Context: an optimization exercise on an open-source flow, tuned for small area, a short achievable clock period and few clock cycles per item. The choices shown serve that exercise and are no tape-out recipe.
At most, simulation tests tie the RTL to the original design; equivalence was not proved.

// dmr_fec
module dmr_fec (
    input  wire         clk,
    input  wire         rst,         
    input  wire         start,
    input  wire [1:0]   op,
    input  wire [195:0] din,
    output wire         ready,
    output reg          done,
    output reg  [195:0] dout,
    output reg          corr,
    output reg          fail,
    output reg  [7:0]   ncorr
);
    reg         v;           
    reg [1:0]   rop;
    reg [195:0] rin;
    reg         iter;        
    reg [2:0]   npass;       
    reg [195:0] w0;          
    reg [7:0]   ncnt;        
    reg         rdy;         
    assign ready = rdy;
    wire [195:0] din_m;
    assign din_m[0] = op[1] ? din[0] : (op[0] ? din[0] : 1'b0);
    assign din_m[1] = op[1] ? din[0] : (op[0] ? din[181] : 1'b0);
    assign din_m[2] = op[1] ? (op[0] ? din[8] : din[1]) : (op[0] ? din[166] : 1'b0);
    assign din_m[3] = op[1] ? (op[0] ? din[16] : din[2]) : (op[0] ? din[151] : 1'b0);
    assign din_m[4] = op[1] ? (op[0] ? din[24] : din[3]) : (op[0] ? din[136] : din[0]);
    assign din_m[5] = op[1] ? (op[0] ? din[32] : din[4]) : (op[0] ? din[121] : din[1]);
    assign din_m[6] = op[1] ? (op[0] ? din[40] : din[5]) : (op[0] ? din[106] : din[2]);
    assign din_m[7] = op[1] ? (op[0] ? din[48] : din[6]) : (op[0] ? din[91] : din[3]);
    assign din_m[8] = op[1] ? (op[0] ? din[56] : din[7]) : (op[0] ? din[76] : din[4]);
    assign din_m[9] = op[1] ? (op[0] ? din[64] : din[8]) : (op[0] ? din[61] : din[5]);
  ...
For scale: roughly 5100 cells after synthesis, roughly 610 flip-flops, about 410 I/O pins, roughly 0.054 mm² of cells after synthesis.
==> flow/config.mk <==
export PLATFORM = sky130hd
export DESIGN_NAME = dmr_fec
export DESIGN_NICKNAME = dmr_fec
export VERILOG_FILES = /design/flow/design.v
export SDC_FILE = /design/flow/constraint.sdc
export NUM_CORES = 8
export LEC_CHECK = 0
export CAP_MARGIN = 40
export CORE_MARGIN = 2
export CORE_UTILIZATION = 35
export PLACE_DENSITY = 0.55
export SLEW_MARGIN = 40
==> flow/constraint.sdc <==
create_clock -name core_clock -period 50.0 [get_ports {clk}]
set_input_delay 10.0000 -clock core_clock [delete_from_list [all_inputs] [get_ports {clk}]]
set_output_delay 10.0000 -clock core_clock [all_outputs]
set_load 0.01 [all_outputs]
standard.sh (not shown) runs the stock make flow with config.mk's settings and CLKGATE_MAP_FILE= SYNTH_SCRIPT=/design/flow/synth_recipe.tcl, a recipe that flattens the netlist after the stock synthesis.
==> flow/flow/run.sh <==
#!/bin/bash
# Standard ORFS layout at the design's clock and constraints, with:
#  - repair_timing asked to leave a setup margin (shorter critical paths),
#  - plain buf_2 cells as the port buffers,
#  - no dummy loads in the clock tree.
bash standard.sh SETUP_SLACK_MARGIN=38.5 \
  BUFFER_PORTS_ARGS="-buffer_cell sky130_fd_sc_hd__buf_2" \
  CTS_ARGS="-sink_clustering_enable -repair_clock_nets -dont_use_dummy_load" \
  finish > standard.log 2>&1
The starting point ran to the end with no violations.
Testbench counts at the start, summed over its fixed seeds: cycles 5,628, items 4,800.
Then changed:
--- a/flow/config.mk
+++ b/flow/config.mk
@@ -7,3 +7,3 @@
 export LEC_CHECK = 0
-export CAP_MARGIN = 40
+export CAP_MARGIN = 30
 export CORE_MARGIN = 2
@@ -11,2 +11,2 @@
 export PLACE_DENSITY = 0.55
-export SLEW_MARGIN = 40
+export SLEW_MARGIN = 20
Worst setup slack loses 0.014 ns.
Routed wire length came out higher by 0.41%.
Non-clock buffer count came out higher by 36.
Clock skew came out higher by 0.014 ns.
Cell area came out lower by 0.52%.
Then changed:
==> flow/flow/run.sh (replaced) <==
#!/bin/bash
# Standard ORFS layout at the design's clock and constraints, with:
#  - repair_timing asked to leave a setup margin (shorter critical paths),
#  - plain buf_2 cells as the port buffers.
bash standard.sh SETUP_SLACK_MARGIN=38 \
  BUFFER_PORTS_ARGS="-buffer_cell sky130_fd_sc_hd__buf_2" \
  finish > standard.log 2>&1
--- a/flow/config.mk
+++ b/flow/config.mk
@@ -9,4 +9,4 @@
 export CORE_MARGIN = 2
-export CORE_UTILIZATION = 35
-export PLACE_DENSITY = 0.55
+export CORE_UTILIZATION = 25
+export PLACE_DENSITY = 0.45
 export SLEW_MARGIN = 20
Result: Design area came out higher by a few percent. Non-clock buffer count fell by 25. Worst setup slack degrades by 0.48 ns. Hold slack hardly moves. Clock-buffer cell count came out higher by 25. Maximum frequency went down by a few percent. Die area went up by well over a third. Global-route usage falls by 11 points.
Then changed:
==> flow/flow/run.sh (replaced) <==
#!/bin/bash
# Standard ORFS layout at the design's clock and constraints, with:
#  - repair_timing asked to leave a setup margin (shorter critical paths),
#  - plain buf_1 cells as the port buffers,
#  - no dummy loads in the clock tree.
bash standard.sh SETUP_SLACK_MARGIN=38.5 \
  BUFFER_PORTS_ARGS="-buffer_cell sky130_fd_sc_hd__buf_1" \
  CTS_ARGS="-sink_clustering_enable -repair_clock_nets -dont_use_dummy_load" \
  finish > standard.log 2>&1
--- a/flow/config.mk
+++ b/flow/config.mk
@@ -9,4 +9,4 @@
 export CORE_MARGIN = 2
-export CORE_UTILIZATION = 25
-export PLACE_DENSITY = 0.45
+export CORE_UTILIZATION = 35
+export PLACE_DENSITY = 0.55
 export SLEW_MARGIN = 20
Result:
- The changed run finished clean
- setup slack improved by 0.52 ns
- sequential cell count stays the same
Then changed:
==> flow/flow/run.sh (replaced) <==
#!/bin/bash
# Standard ORFS layout at the design's clock and constraints, with:
#  - repair_timing asked to leave a setup margin (shorter critical paths),
#  - plain buf_2 cells as the port buffers.
bash standard.sh SETUP_SLACK_MARGIN=38.5 \
  BUFFER_PORTS_ARGS="-buffer_cell sky130_fd_sc_hd__buf_2" \
  finish > standard.log 2>&1
--- a/flow/config.mk
+++ b/flow/config.mk
@@ -9,4 +9,4 @@
 export CORE_MARGIN = 2
-export CORE_UTILIZATION = 35
-export PLACE_DENSITY = 0.55
+export CORE_UTILIZATION = 25
+export PLACE_DENSITY = 0.45
 export SLEW_MARGIN = 20
=>
- setup slack got worse by 0.014 ns
- hold slack hardly moves
- critical path depth is unchanged
- routed wire length goes up by a little under a tenth
- die area goes up by well over a third
- global-route usage goes down by 10 points
- final cell count goes up by roughly a tenth
Then changed:
--- a/flow/config.mk
+++ b/flow/config.mk
@@ -9,4 +9,4 @@
 export CORE_MARGIN = 2
-export CORE_UTILIZATION = 25
-export PLACE_DENSITY = 0.45
+export CORE_UTILIZATION = 35
+export PLACE_DENSITY = 0.55
 export SLEW_MARGIN = 20
The changed run went through all stages and came out clean; first-iteration DRC count increases by about 2%; count of clock-buffer cells in the layout decreases by 8; clock skew increases by 0.018 ns; setup slack loses 0.035 ns; design area decreases by 2.6%; maximum frequency stays flat; non-clock buffer count decreases by 4; register-to-register slack loses 0.07 ns.

Setup of the reference run:
Starting RTL as in the previous note.
clock: 50.0 ns
lec_check: 0
cap_margin: 30
core_margin: 2
core_utilization: 35
place_density: 0.55
slew_margin: 20
==> flow/flow/run.sh <==
#!/bin/bash
# Standard ORFS layout at the design's clock and constraints, with:
#  - repair_timing asked to leave a setup margin (shorter critical paths),
#  - plain buf_2 cells as the port buffers,
#  - no dummy loads in the clock tree.
bash standard.sh SETUP_SLACK_MARGIN=38.3 \
  BUFFER_PORTS_ARGS="-buffer_cell sky130_fd_sc_hd__buf_2" \
  CTS_ARGS="-sink_clustering_enable -repair_clock_nets -dont_use_dummy_load" \
  finish > standard.log 2>&1
Testbench counts of the reference run, summed over its fixed seeds: cycles 5,628, items 4,800.
> inputs changed (the reference run -> the trial run)
==> flow/run.sh (new file) <==
#!/bin/bash
# synth_recipe.tcl (not shown) runs the flow's synth.tcl, then flattens the netlist and writes it again
# the make line also repeats each setting of config.mk as NAME=value (left out here)
make -C /OpenROAD-flow-scripts/flow DESIGN_CONFIG=/design/flow/config.mk WORK_HOME=/design/flow/orfs CLKGATE_MAP_FILE= SYNTH_SCRIPT=/design/flow/synth_recipe.tcl finish
--- a/flow/config.mk
+++ b/flow/config.mk
@@ -10,3 +10,3 @@
 export CORE_UTILIZATION = 35
 export PLACE_DENSITY = 0.55
-export SLEW_MARGIN = 20
+export SLEW_MARGIN = 40
removed: flow/flow/run.sh
removed: flow/standard.sh
Results
- Of the two candidates, the reference run has the better post-layout minimum cycle time and the trial run the worse one.
- Register-to-register slack on the trial run is down relative to the reference run.
- Taking the reference run as the reference point, the total stage count of the critical path of the trial run rises by 38.
- When the final numbers for the trial run and the reference run were put side by side, the cell area turned out to be greater in the reference run.

job 101:
dmr_fec, a different RTL version from the one above (not shown whole).
Size in the first run: about 610 flip-flops, roughly 0.062 mm^2 of cells after synthesis.
Settings: LEC_CHECK=0, CAP_MARGIN=20, CORE_MARGIN=2, CORE_UTILIZATION=25, PLACE_DENSITY=0.45, SLEW_MARGIN=20; clock period 50.0 ns.
run.sh (not shown) runs the stock make flow with config.mk's settings and CLKGATE_MAP_FILE= SYNTH_SCRIPT=/design/flow/synth_recipe.tcl, a recipe that flattens the netlist after the stock synthesis.
Stock flow here: none of the scripts above is used.
> inputs changed (job 101 -> job 102)
==> flow/flow/run.sh (new file) <==
#!/bin/bash
# Standard ORFS layout at the design's clock and constraints; repair_timing
# is asked to leave a setup margin so that it shortens the critical paths.
bash standard.sh SETUP_SLACK_MARGIN=38 finish > standard.log 2>&1
==> flow/standard.sh (new file) <==
#!/bin/bash
# synth_recipe.tcl (not shown) runs the flow's synth.tcl, then flattens the netlist and writes it again
# the make line also repeats each setting of config.mk as NAME=value (left out here)
make -C /OpenROAD-flow-scripts/flow DESIGN_CONFIG=/design/flow/config.mk WORK_HOME=/design/flow/orfs CLKGATE_MAP_FILE= SYNTH_SCRIPT=/design/flow/synth_recipe.tcl "${@:-finish}"
removed: flow/run.sh
## What came out
From job 102 to job 101, portion of the post-synthesis area used by sequential elements did not move at all. The final instance area in job 101 is 0.927 times that in job 102. Job 102 vs job 101: multi-input combinational area share down. Minimum setup slack among reg-to-reg paths: job 102 > job 101. The setup slack number comes out higher for job 102 vs job 101. [compare] base=job 101 new=job 102: data arrival at the endpoint of the critical path saw a decrease; area of the multi-input gates went up 7.4%.
Changes in job 103 relative to job 102:
# job 102
export LEC_CHECK = 0
export CAP_MARGIN = 20
export CORE_MARGIN = 2
export CORE_UTILIZATION = 25
export PLACE_DENSITY = 0.45
export SLEW_MARGIN = 20
create_clock -name core_clock -period 50.0 [get_ports {clk}]
# job 103
export LEC_CHECK = 0
export ABC_AREA = 1
export CAP_MARGIN = 20
export CORE_MARGIN = 2
export CORE_UTILIZATION = 25
export PLACE_DENSITY = 0.45
export SLEW_MARGIN = 20
create_clock -name core_clock -period 50.0 [get_ports {clk}]
==> flow/run.sh (new file) <==
#!/bin/bash
# synth_recipe.tcl (not shown) runs the flow's synth.tcl, then flattens the netlist and writes it again
# the make line also repeats each setting of config.mk as NAME=value (left out here)
make -C /OpenROAD-flow-scripts/flow DESIGN_CONFIG=/design/flow/config.mk WORK_HOME=/design/flow/orfs CLKGATE_MAP_FILE= SYNTH_SCRIPT=/design/flow/synth_recipe.tcl finish
removed: flow/flow/run.sh
removed: flow/standard.sh
==> run summary <==
- Job 102 reports its commonest non-fill, non-tap cell in the layout as xnor2_1 while job 103 reports nand2_1.
- Taking job 102 as the reference, in job 103 non-clock buffer count down 374, wire length on met1 up 38 mm, maximum cell stage delay along the critical path up 0.19 ns.
Input-level comparison between job 104 and job 103:
# job 103
export LEC_CHECK = 0
export ABC_AREA = 1
export CAP_MARGIN = 20
export CORE_MARGIN = 2
export CORE_UTILIZATION = 25
export PLACE_DENSITY = 0.45
export SLEW_MARGIN = 20
create_clock -name core_clock -period 50.0 [get_ports {clk}]
# job 104
export LEC_CHECK = 0
export CAP_MARGIN = 20
export CORE_MARGIN = 2
export CORE_UTILIZATION = 25
export PLACE_DENSITY = 0.45
export SLEW_MARGIN = 20
create_clock -name core_clock -period 50.0 [get_ports {clk}]
==> flow/flow/run.sh (new file) <==
#!/bin/bash
# standard layout, with its output kept in a log file
bash standard.sh > standard.log 2>&1
==> flow/standard.sh (new file) <==
#!/bin/bash
# synth_recipe.tcl (not shown) runs the flow's synth.tcl, then flattens the netlist and writes it again
# the make line also repeats each setting of config.mk as NAME=value (left out here)
make -C /OpenROAD-flow-scripts/flow DESIGN_CONFIG=/design/flow/config.mk WORK_HOME=/design/flow/orfs CLKGATE_MAP_FILE= SYNTH_SCRIPT=/design/flow/synth_recipe.tcl "${@:-finish}"
removed: flow/run.sh
==> comparison <==
Looking only at final cell area excluding filler cells, and setting everything else aside, the lower value of job 103 and job 104 goes to job 104. The final setup slack of the worst path of job 104 was inferior to that of job 103. Compare job 103 and job 104 | wire length on met3 lower: job 104. Delta (job 104 minus job 103): final worst-path cycle share rose 0.53 points; wire length saw a decrease. Summary of the comparison: share of final-layout standard cells stronger than drive strength 1 is higher in job 104, relative to job 103. Relative to job 103, worst hold slack increased by 0.0044 ns in job 104. Job 104 vs job 103 — count of clock-buffer cells in the layout climbed by a few percent.
No run of this note included a check of the RTL's function; only the layout flow was run.

dmr_fec with an RTL version that a note above also has.
For scale: roughly 5100 cells after synthesis, roughly 610 flip-flops, ~410 I/O pins, roughly 54000 sq um of cells after synthesis.
Settings: LEC_CHECK=0, ABC_CLOCK_PERIOD_IN_PS=11000, CAP_MARGIN=30, CORE_MARGIN=2, CORE_UTILIZATION=35, PLACE_DENSITY=0.55, SLEW_MARGIN=20; clock period 50.0 ns.
standard.sh (not shown) runs the stock make flow with config.mk's settings and CLKGATE_MAP_FILE= SYNTH_SCRIPT=/design/flow/synth_recipe.tcl, a recipe that flattens the netlist after the stock synthesis.
==> flow/flow/run.sh <==
#!/bin/bash
# Standard ORFS layout at the design's clock and constraints, with:
#  - repair_timing asked to leave a setup margin (shorter critical paths),
#  - plain buf_2 cells as the port buffers,
#  - no dummy loads in the clock tree.
bash standard.sh SETUP_SLACK_MARGIN=38.5 \
  BUFFER_PORTS_ARGS="-buffer_cell sky130_fd_sc_hd__buf_2" \
  CTS_ARGS="-sink_clustering_enable -repair_clock_nets -dont_use_dummy_load" \
  finish > standard.log 2>&1
Testbench counts at the start, summed over its fixed seeds: cycles 5,628, items 4,800.
Rerun with:
==> flow/flow/run.sh (replaced) <==
#!/bin/bash
# Standard ORFS layout at the design's clock and constraints, with:
#  - repair_timing asked to leave a setup margin (shorter critical paths),
#  - plain buf_2 cells as the port buffers.
bash standard.sh SETUP_SLACK_MARGIN=39 \
  BUFFER_PORTS_ARGS="-buffer_cell sky130_fd_sc_hd__buf_2" \
  finish > standard.log 2>&1
- ABC_CLOCK_PERIOD_IN_PS: 11000 -> not set
- CAP_MARGIN: 30 -> 20
- CORE_UTILIZATION: 35 -> 25
- PLACE_DENSITY: 0.55 -> 0.45
The changed run completed without violations.
Maximum frequency went up by 0.50%.
Clock skew goes down by 43 ps.
Utilization fell by 8.2 points.
Routed wire length is higher by about 8%.
First-iteration DRC count falls by 3.0%.
Worst setup slack is better by 58 ps.
Rerun with:
==> flow/flow/run.sh (replaced) <==
#!/bin/bash
# Standard ORFS layout at the design's clock and constraints, with:
#  - repair_timing asked to leave a setup margin (shorter critical paths),
#  - plain buf_2 cells as the port buffers,
#  - no dummy loads in the clock tree.
bash standard.sh SETUP_SLACK_MARGIN=38.5 \
  BUFFER_PORTS_ARGS="-buffer_cell sky130_fd_sc_hd__buf_2" \
  CTS_ARGS="-sink_clustering_enable -repair_clock_nets -dont_use_dummy_load -sink_clustering_size 20 -sink_clustering_max_diameter 80" \
  finish > standard.log 2>&1
- CAP_MARGIN: 20 -> 30
- CORE_UTILIZATION: 25 -> 35
- CTS_CLUSTER_DIAMETER: not set -> 80
- CTS_CLUSTER_SIZE: not set -> 20
- PLACE_DENSITY: 0.45 -> 0.55
After rerunning: First-iteration DRC count is higher by 1.6%; register-to-register slack is worse by 340 ps; critical path depth climbs by 36; cell area falls by 13%; worst hold slack is worse by 35 ps; wire length shrinks by 8.2%; sequential share of layout area climbs by 2.0 points; core utilization rises by 7.7 points; fmax came out lower by 1.7%.

## static timing again, ports no longer ideal
No port has a modelled driver above. Below, the same layouts with a new extraction and two added sets of constraints. Step 1, drivers: a clkbuf_16 drives clk and a buf_2 each remaining input, both assumed. Step 2, shift: input delay + t, output delay - t, t = (earliest + latest rising clock arrival at the registers) / 2. This alone moves slack from input paths to output paths. Three values: ideal, step 1, step 2; two values: the first two.
run	t, ns	slack for setup (ns)	worst setup path after step 2	latest minus earliest clock arrival (ns)	worst register clock-pin slew, ns
the first run of note 1	0.808	38.468 / 38.363 / 37.850	input to register	0.085 / 0.084	0.07 / 0.07
the second run of note 1	0.784	38.454 / 38.357 / 37.904	input to register	0.098 / 0.098	0.07 / 0.07
the third run of note 1	0.845	37.973 / 37.869 / 37.635	input to register	0.040 / 0.039	0.07 / 0.07
the fourth run of note 1	0.779	38.496 / 38.406 / 37.792	input to register	0.070 / 0.070	0.07 / 0.07
the fifth run of note 1	0.861	38.482 / 38.376 / 37.868	input to register	0.053 / 0.053	0.07 / 0.07
the sixth run of note 1	0.820	38.447 / 38.348 / 37.834	input to register	0.071 / 0.071	0.08 / 0.08
the reference run	0.764	38.267 / 38.171 / 37.806	input to register	0.091 / 0.091	0.07 / 0.07
the trial run	0.796	35.673 / 35.673 / 35.673	register to register	0.045 / 0.046	0.07 / 0.07
job 101	0.859	34.865 / 34.865 / 34.865	register to register	0.072 / 0.071	0.08 / 0.08
job 102	0.857	37.992 / 37.888 / 37.435	input to register	0.079 / 0.079	0.07 / 0.07
job 103	0.875	35.132 / 35.132 / 35.132	register to register	0.095 / 0.095	0.07 / 0.07
job 104	0.859	34.865 / 34.865 / 34.865	register to register	0.072 / 0.071	0.08 / 0.08
the first run of note 4	0.784	38.454 / 38.357 / 37.904	input to register	0.098 / 0.098	0.07 / 0.07
the second run of note 4	0.853	38.512 / 38.423 / 38.196	input to register	0.056 / 0.055	0.07 / 0.07
the third run of note 4	0.782	38.309 / 38.309 / 37.874	input to register	0.086 / 0.087	0.09 / 0.09
After both steps setup and hold are still met in every run listed. The setup slack of the fourth run of note 1, which loses most, moves by -0.090 ns with the drivers and by -0.704 ns with both steps.
